From an optimization exercise on the open Yosys and OpenROAD flow, aimed at small area, a short achievable clock period and few clock cycles per item; shortcuts taken in it are not production practice.
Function was checked by simulation only, so behaviour that the tests miss may differ from the original.
No activity file was given, so power comes from the tool's default toggle rates.

## v6
==> flow/design.v (excerpt) <==
module nio61_proc (
    input  wire        clk,
    input  wire        rst,
    input  wire        in_valid,
    output wire        in_ready,
    input  wire [7:0]  in_len,
    input  wire [95:0] in_frame,
    output wire        out_valid,
    input  wire        out_ready,
    output wire        out_err,
    output wire [31:0] out_data
);
clock: 6.0 ns
lec_check: 0
abc_area: 1
abc_clock_period_in_ps: 3700
cap_margin: 20
core_margin: 2
core_utilization: 40
cts_buf_list: sky130_fd_sc_hd__clkbuf_4 sky130_fd_sc_hd__clkbuf_8
place_density: 0.6
setup_slack_margin: 2.75
slew_margin: 20
synth_hierarchical: 1
synth_minimum_keep_size: 0
standard.sh (not shown) runs the stock make flow with config.mk's settings and CLKGATE_MAP_FILE= SYNTH_SCRIPT=/design/flow/synth_recipe.tcl, a recipe that flattens the netlist after the stock synthesis.
==> flow/flow/run.sh <==
#!/bin/bash
# Layout: the standard flow (standard.sh) with two changes:
#  - synthesis maps the XOR gate module of the checksum network with ABC's
#    speed script (synth_x2.tcl); all else as in the standard synthesis;
#  - the port buffers are sky130_fd_sc_hd__buf_2 cells.
set -euo pipefail
W=$PWD
bash standard.sh SYNTH_SCRIPT=$W/flow/synth_x2.tcl \
  "BUFFER_PORTS_ARGS=-buffer_cell sky130_fd_sc_hd__buf_2" finish > $W/flow.log 2>&1
==> flow/flow/synth_x2.tcl <==
# The standard synthesis (synth_recipe.tcl) with one change: the one-gate
# module nio61_x2 (an XOR), of which the checksum network is built, is mapped
# with ABC's speed script, which maps it to an XOR cell; every other module
# is mapped with the script the flow settings select, exactly as in the
# standard synthesis.  Registers are untouched.
proc synth {args} { yosys synth -nofsm -noshare {*}$args }
proc abc {args} {
  set i [lsearch -exact $args -script]
  set speed [lreplace $args [expr {$i + 1}] [expr {$i + 1}] $::env(SCRIPTS_DIR)/abc_speed.script]
  yosys abc {*}$args nio61_proc nio61_crc
  yosys abc {*}$speed nio61_x2
}
source $::env(SCRIPTS_DIR)/synth.tcl
# left out here: clear keep_hierarchy, flatten, clean up, hide names made inside functions, write 1_2_yosys.v
Testbench counts of v6, summed over its fixed seeds: cycles 16,064, items 16,000.
For v7, these inputs were changed with respect to v6:
==> flow/flow/run.sh <==
#!/bin/bash
# Layout: the standard flow (standard.sh) with two changes:
#  - synthesis maps the XOR gate module of the checksum network with ABC's
#    speed script (synth_x2.tcl); all else as in the standard synthesis;
#  - the port buffers are sky130_fd_sc_hd__buf_1 cells.
set -euo pipefail
W=$PWD
bash standard.sh SYNTH_SCRIPT=$W/flow/synth_x2.tcl \
  "BUFFER_PORTS_ARGS=-buffer_cell sky130_fd_sc_hd__buf_1" finish > $W/flow.log 2>&1
-- flow/config.mk --
<<< v6, line 13
export CTS_BUF_LIST = sky130_fd_sc_hd__clkbuf_4 sky130_fd_sc_hd__clkbuf_8
export PLACE_DENSITY = 0.6
export SETUP_SLACK_MARGIN = 2.75
export SLEW_MARGIN = 20
export SYNTH_HIERARCHICAL = 1
>>> v7, line 13
export CTS_BUF_LIST = sky130_fd_sc_hd__clkbuf_4 sky130_fd_sc_hd__clkbuf_8
export PLACE_DENSITY = 0.6
export SETUP_SLACK_MARGIN = 2.6
export SLEW_MARGIN = 20
export SYNTH_HIERARCHICAL = 1
Findings:
Between v6 and v7, the flow reports total power decreasing by a few percent.
v7 against v6: final design area excluding fillers saw a decrease, count of clock-buffer cells in the layout has increased.
STATUS routed wire length: v7 wins against v6
Summary: hold slack, v7 better than v6
Against v6, v7 reports a weighted congestion at the end of routability-driven global placement that is lower.
Looking at endpoint of the most critical setup path, the rem_q1[0] result is from v6; the cb_q1 one comes from v7.
Cell count in v7 is 66 lower than in v6

========
run A:
Another version of the RTL of nio61_proc (not shown whole).
Size: about 320 flip-flops, about 140 I/O pins, roughly 20,000 sq um of cells after synthesis.
clock: 6.0 ns
lec_check: 0
abc_area: 1
abc_clock_period_in_ps: 3700
cap_margin: 20
core_margin: 2
core_utilization: 40
cts_buf_list: sky130_fd_sc_hd__clkbuf_4 sky130_fd_sc_hd__clkbuf_8
cts_cluster_diameter: 50
cts_cluster_size: 15
place_density: 0.6
setup_slack_margin: 2.6
slew_margin: 20
synth_hierarchical: 1
synth_minimum_keep_size: 0
==> flow/flow/run.sh <==
#!/bin/bash
# Layout: the standard flow (standard.sh) with two changes:
#  - synthesis maps the XOR gate module of the checksum network with ABC's
#    speed script (synth_x2.tcl); all else as in the standard synthesis;
#  - the port buffers are sky130_fd_sc_hd__buf_2 cells.
set -euo pipefail
W=$PWD
bash standard.sh SYNTH_SCRIPT=$W/flow/synth_x2.tcl \
  "BUFFER_PORTS_ARGS=-buffer_cell sky130_fd_sc_hd__buf_2" finish > $W/flow.log 2>&1
Scripts as last shown in full above: flow/flow/synth_x2.tcl
Testbench counts of run A, summed over its fixed seeds: cycles 16,064, items 16,000.
Input-level comparison between run B and run A:
--- a/flow/config.mk
+++ b/flow/config.mk
@@ -12,6 +12,4 @@
 export CORE_UTILIZATION = 40
 export CTS_BUF_LIST = sky130_fd_sc_hd__clkbuf_4 sky130_fd_sc_hd__clkbuf_8
-export CTS_CLUSTER_DIAMETER = 50
-export CTS_CLUSTER_SIZE = 15
 export PLACE_DENSITY = 0.6
 export SETUP_SLACK_MARGIN = 2.6
Findings:
Run B completed end to end with timing, DRC and antenna clean.
Run B and run A ended up with roughly the same mean number of vias per cell.
In run B the logic gate share of total power turned out 1.4 points lower than in run A.
Between run A and run B, the flow reports static leakage increasing slightly.
Run B falls short of run A in wire length.
Compared to run A, run B leaves less free space in the core.
Re measured slew at the worst slew-check pin: run A was lower than run B.
Area growth from synthesis to layout: run B vs run A up 1.1 points
The standard cells in run B occupy more silicon area than those in run A do.
Wire length of the first global-routing pass, run B vs run A: up slightly
Diff run A -> run B | fraction of standard cell area in multi-input logic | decrease of 0.49 points
diff inputs: run B => run C
--- a/flow/config.mk
+++ b/flow/config.mk
@@ -12,5 +12,7 @@
 export CORE_UTILIZATION = 40
 export CTS_BUF_LIST = sky130_fd_sc_hd__clkbuf_4 sky130_fd_sc_hd__clkbuf_8
-export PLACE_DENSITY = 0.6
+export CTS_CLUSTER_DIAMETER = 60
+export CTS_CLUSTER_SIZE = 20
+export PLACE_DENSITY = 0.75
 export SETUP_SLACK_MARGIN = 2.6
 export SLEW_MARGIN = 20
Findings:
In the flow results for run B and run C, the combinational share of power is smaller on run B. Run C vs run B — sequential share of layout area rose 0.94 points. Changes observed in run C relative to run B: area taken by flip-flops and latches stayed essentially flat, number of antenna violations at the first check in global routing rose by 1, clock network fraction of total power fell by 5.8 points, total number of cells along the worst setup path rose by 1.
[inputs] run D vs run C
--- a/flow/config.mk
+++ b/flow/config.mk
@@ -10,9 +10,9 @@
 export CAP_MARGIN = 20
 export CORE_MARGIN = 2
-export CORE_UTILIZATION = 40
+export CORE_UTILIZATION = 30
 export CTS_BUF_LIST = sky130_fd_sc_hd__clkbuf_4 sky130_fd_sc_hd__clkbuf_8
 export CTS_CLUSTER_DIAMETER = 60
 export CTS_CLUSTER_SIZE = 20
-export PLACE_DENSITY = 0.75
+export PLACE_DENSITY = 0.6
 export SETUP_SLACK_MARGIN = 2.6
 export SLEW_MARGIN = 20
### Flow results
Compared with run C, run D shows a higher layout overhead on the synthesized area. Run D against run C; clock-buffer cell count is down by more than 10%. Against run C as the reference, run D delivers a higher cell area after layout. In terms of switching fraction of total power, run C and run D differ only marginally. Run D falls short of run C in power. Looking at internal cell power across both flows, run D is the weaker of the two, with run C ahead. Run D ended up with in_frame[82] as its startpoint of the worst setup timing path; run C ended up with in_frame[41]. Run D vs run C: final cell count up by a few percent. Compared with run C, in run D tightest hold margin went up by 0.023 ns, share of power burned in the clock network +0.6 points. Summary: with run C as the reference, final wirelength in run D moved up by a few percent.
[inputs] run E vs run D
--- a/flow/config.mk
+++ b/flow/config.mk
@@ -10,5 +10,5 @@
 export CAP_MARGIN = 20
 export CORE_MARGIN = 2
-export CORE_UTILIZATION = 30
+export CORE_UTILIZATION = 40
 export CTS_BUF_LIST = sky130_fd_sc_hd__clkbuf_4 sky130_fd_sc_hd__clkbuf_8
 export CTS_CLUSTER_DIAMETER = 60
--- outcome ---
Maximum ir drop on the vdd rail on run E is up relative to run D.
In run E the post-layout instance area turned out 1.2% lower than in run D.
Run D consumes less power than run E.
For layout inverter count without the clock tree, run E and run D come out practically identical.
Setup WNS run D -> run E: better
Measured against each other, run E and run D differ in share of the clock period used by the worst path after layout, the higher figure coming from run D.
Run E: routed wire length is 5.5% higher than what run D reported.
Area growth from synthesis to layout was higher in the run labelled run D.
Taking run D over run E, the vertical extent of the die ratio works out to 1.15.
The following lists how run F was set up differently from run E:
--- a/flow/config.mk
+++ b/flow/config.mk
@@ -15,5 +15,5 @@
 export CTS_CLUSTER_SIZE = 20
 export PLACE_DENSITY = 0.6
-export SETUP_SLACK_MARGIN = 2.6
+export SETUP_SLACK_MARGIN = 2.55
 export SLEW_MARGIN = 20
 export SYNTH_HIERARCHICAL = 1
[summary]
Final-layout clock buffer total: run F > run E
Against run E, post-detailed-routing wire length in run F rose slightly.
Compared run F vs run E, and global-route wire length before repair is up in run F.
[compare] base=run E new=run F: portion of the clock cycle consumed by the worst path in the final layout went up 0.41 points; HPWL reported at the end of detailed placement went up about 2%; smallest setup slack after layout went down 0.024 ns; clock skew went down 0.0089 ns.

========
== job 1215 ==
Starting RTL as in the previous note.
clock: 6.0 ns
lec_check: 0
abc_area: 1
abc_clock_period_in_ps: 3700
cap_margin: 20
core_margin: 2
core_utilization: 40
cts_buf_list: sky130_fd_sc_hd__clkbuf_4 sky130_fd_sc_hd__clkbuf_8
cts_cluster_diameter: 60
cts_cluster_size: 20
gpl_routability_driven: 0
place_density: 0.6
setup_slack_margin: 2.6
slew_margin: 20
synth_hierarchical: 1
synth_minimum_keep_size: 0
Scripts as last shown in full above: flow/flow/run.sh, flow/flow/synth_x2.tcl
Testbench counts of job 1215, summed over its fixed seeds: cycles 16,064, items 16,000.
Modified inputs, job 1320 compared to job 1215
diff --git a/flow/config.mk b/flow/config.mk
--- a/flow/config.mk
+++ b/flow/config.mk
@@ -13,4 +13,3 @@
-export CTS_BUF_LIST = sky130_fd_sc_hd__clkbuf_4 sky130_fd_sc_hd__clkbuf_8
-export CTS_CLUSTER_DIAMETER = 60
-export CTS_CLUSTER_SIZE = 20
-export GPL_ROUTABILITY_DRIVEN = 0
+export CTS_BUF_LIST = sky130_fd_sc_hd__clkbuf_8 sky130_fd_sc_hd__clkbuf_16
+export CTS_CLUSTER_DIAMETER = 100
+export CTS_CLUSTER_SIZE = 30
==> notes.md <==
Job 1320 finished every step from synthesis to the final layout, and the layout passed the timing, DRC and antenna checks.
Job 1215 has a lower portion of total power attributed to sequential cells than job 1320.
Looking at clock network power share, job 1320 sits 1.7 points below job 1215.
In the tables for job 1215 and job 1320, area added between synthesis and finish reads lower with job 1215.
Changes observed in job 1320 relative to job 1215: total power density per cell area fell by 2.3%; clock insertion delay at the later pin of the skew report -0.13 ns; combined global-route utilization of all metal layers has increased.
Total power, job 1215 and job 1320, lower one = job 1320.
Job 1320 has design area above what job 1215 had.
[inputs] job 8792 vs job 1320
diff --git a/flow/config.mk b/flow/config.mk
--- a/flow/config.mk
+++ b/flow/config.mk
@@ -13,3 +13,3 @@
-export CTS_BUF_LIST = sky130_fd_sc_hd__clkbuf_8 sky130_fd_sc_hd__clkbuf_16
-export CTS_CLUSTER_DIAMETER = 100
-export CTS_CLUSTER_SIZE = 30
+export CTS_BUF_LIST = sky130_fd_sc_hd__clkbuf_4 sky130_fd_sc_hd__clkbuf_8
+export CTS_CLUSTER_DIAMETER = 60
+export CTS_CLUSTER_SIZE = 20
@@ -17 +17 @@
-export SETUP_SLACK_MARGIN = 2.6
+export SETUP_SLACK_MARGIN = 2.7
Results
The final reports for job 8792 and job 1320 show combined global-route utilization of all metal layers higher in the former. On layout multi-input combinational cell count, job 8792 tracks job 1320 almost exactly. Area after detailed placement: job 8792 > job 1320. Combinational share of power: higher on job 8792.
## Diff of input files: job 8333 against job 8792
diff --git a/flow/flow/run.sh b/flow/flow/run.sh
--- a/flow/flow/run.sh
+++ b/flow/flow/run.sh
@@ -9 +9 @@
-  "BUFFER_PORTS_ARGS=-buffer_cell sky130_fd_sc_hd__buf_2" finish > $W/flow.log 2>&1
+  "BUFFER_PORTS_ARGS=-buffer_cell sky130_fd_sc_hd__buf_2" SKIP_GATE_CLONING=1 finish > $W/flow.log 2>&1
diff --git a/flow/config.mk b/flow/config.mk
--- a/flow/config.mk
+++ b/flow/config.mk
@@ -17 +17 @@
-export SETUP_SLACK_MARGIN = 2.7
+export SETUP_SLACK_MARGIN = 2.6
==> notes.md <==
Measured against each other, job 8333 and job 8792 differ in detailed-route wire length, the lower figure coming from job 8333. Mean cell area of the mapped netlist: job 8333 vs job 8792 identical. The worst voltage drop across the vdd grid of job 8333 exceeds that of job 8792 by 0.000011 V. Job 8333 vs job 8792, actual slew at the worst max-slew pin went down by 0.27 ns. Re combined flip-flop and latch cell area: no difference whatsoever between job 8333 and job 8792.
--- input diff job 8333..job 4318 ---
diff --git a/flow/flow/run.sh b/flow/flow/run.sh
--- a/flow/flow/run.sh
+++ b/flow/flow/run.sh
@@ -9 +9 @@
-  "BUFFER_PORTS_ARGS=-buffer_cell sky130_fd_sc_hd__buf_2" SKIP_GATE_CLONING=1 finish > $W/flow.log 2>&1
+  "BUFFER_PORTS_ARGS=-buffer_cell sky130_fd_sc_hd__buf_2" finish > $W/flow.log 2>&1
diff --git a/flow/config.mk b/flow/config.mk
--- a/flow/config.mk
+++ b/flow/config.mk
@@ -14,2 +13,0 @@
-export CTS_CLUSTER_DIAMETER = 60
-export CTS_CLUSTER_SIZE = 20
@@ -17 +15 @@
-export SETUP_SLACK_MARGIN = 2.6
+export SETUP_SLACK_MARGIN = 2.45
Results
Result: PASS for each of job 4318 and job 8333. Of job 4318 and job 8333, the run reporting the higher worst setup slack was job 8333. Number of vias per cell after detailed routing of job 8333 is on par with job 4318. The lower worst slew margin relative to its limit came out of job 4318. Delta (job 4318 minus job 8333): total cell area at the placement stage was more or less identical, final total power up about 5%, final wirelength flat. When job 4318 is set beside job 8333, its fraction of the core area covered by cells at the end of the flow turns out to be 0.41 points smaller. Cell type taking the most area = registers: job 4318; cell type taking the most area = multi-input combinational cells: job 8333. Job 4318 ends up with higher critical path depth than job 8333 does. Job 4318 against job 8333: cell-internal power +0.35 mW; met1 wire length picked up an extra about 1.4%.

-- separate check: timing with driven ports --
How much do the figures lean on ideal ports? The routed layouts below were timed once more, with nothing changed but the port constraints. Step 1 assumes that a clkbuf_16 drives the clock port and a buf_2 every other input. Step 2 also shifts input and output timing later by t, the mid clock arrival at the registers, as if the neighbouring blocks saw the same clock. Slacks: ideal ports / drivers / drivers and shift; pairs: ideal ports / drivers.
run | t (ns) | setup slack, ns | latest minus earliest clock arrival (ns) | cell pins on the clock port's net
v6 | 0.660 | 2.788 / 2.799 / 2.138 | 0.057 / 0.057 | 1
v7 | 0.663 | 2.682 / 2.714 / 2.051 | 0.047 / 0.047 | 1
run A | 0.631 | 2.654 / 2.687 / 2.056 | 0.058 / 0.059 | 1
run B | 0.677 | 2.711 / 2.746 / 2.068 | 0.019 / 0.019 | 1
run C | 0.631 | 2.675 / 2.704 / 2.074 | 0.030 / 0.031 | 1
run D | 0.647 | 2.691 / 2.721 / 2.074 | 0.037 / 0.038 | 1
run E | 0.663 | 2.703 / 2.736 / 2.074 | 0.045 / 0.045 | 1
run F | 0.667 | 2.678 / 2.715 / 2.048 | 0.036 / 0.036 | 1
job 1215 | 0.675 | 2.706 / 2.735 / 2.059 | 0.051 / 0.051 | 1
job 1320 | 0.565 | 2.714 / 2.746 / 2.181 | 0.022 / 0.022 | 1
job 8792 | 0.671 | 2.773 / 2.807 / 2.135 | 0.061 / 0.061 | 1
job 8333 | 0.661 | 2.742 / 2.774 / 2.114 | 0.050 / 0.051 | 1
job 4318 | 0.669 | 2.563 / 2.592 / 1.924 | 0.024 / 0.023 | 1
After both steps every run listed still meets setup and hold. The setup slack of v6, which loses most, moves by +0.011 ns with the drivers and by -0.650 ns with both steps.
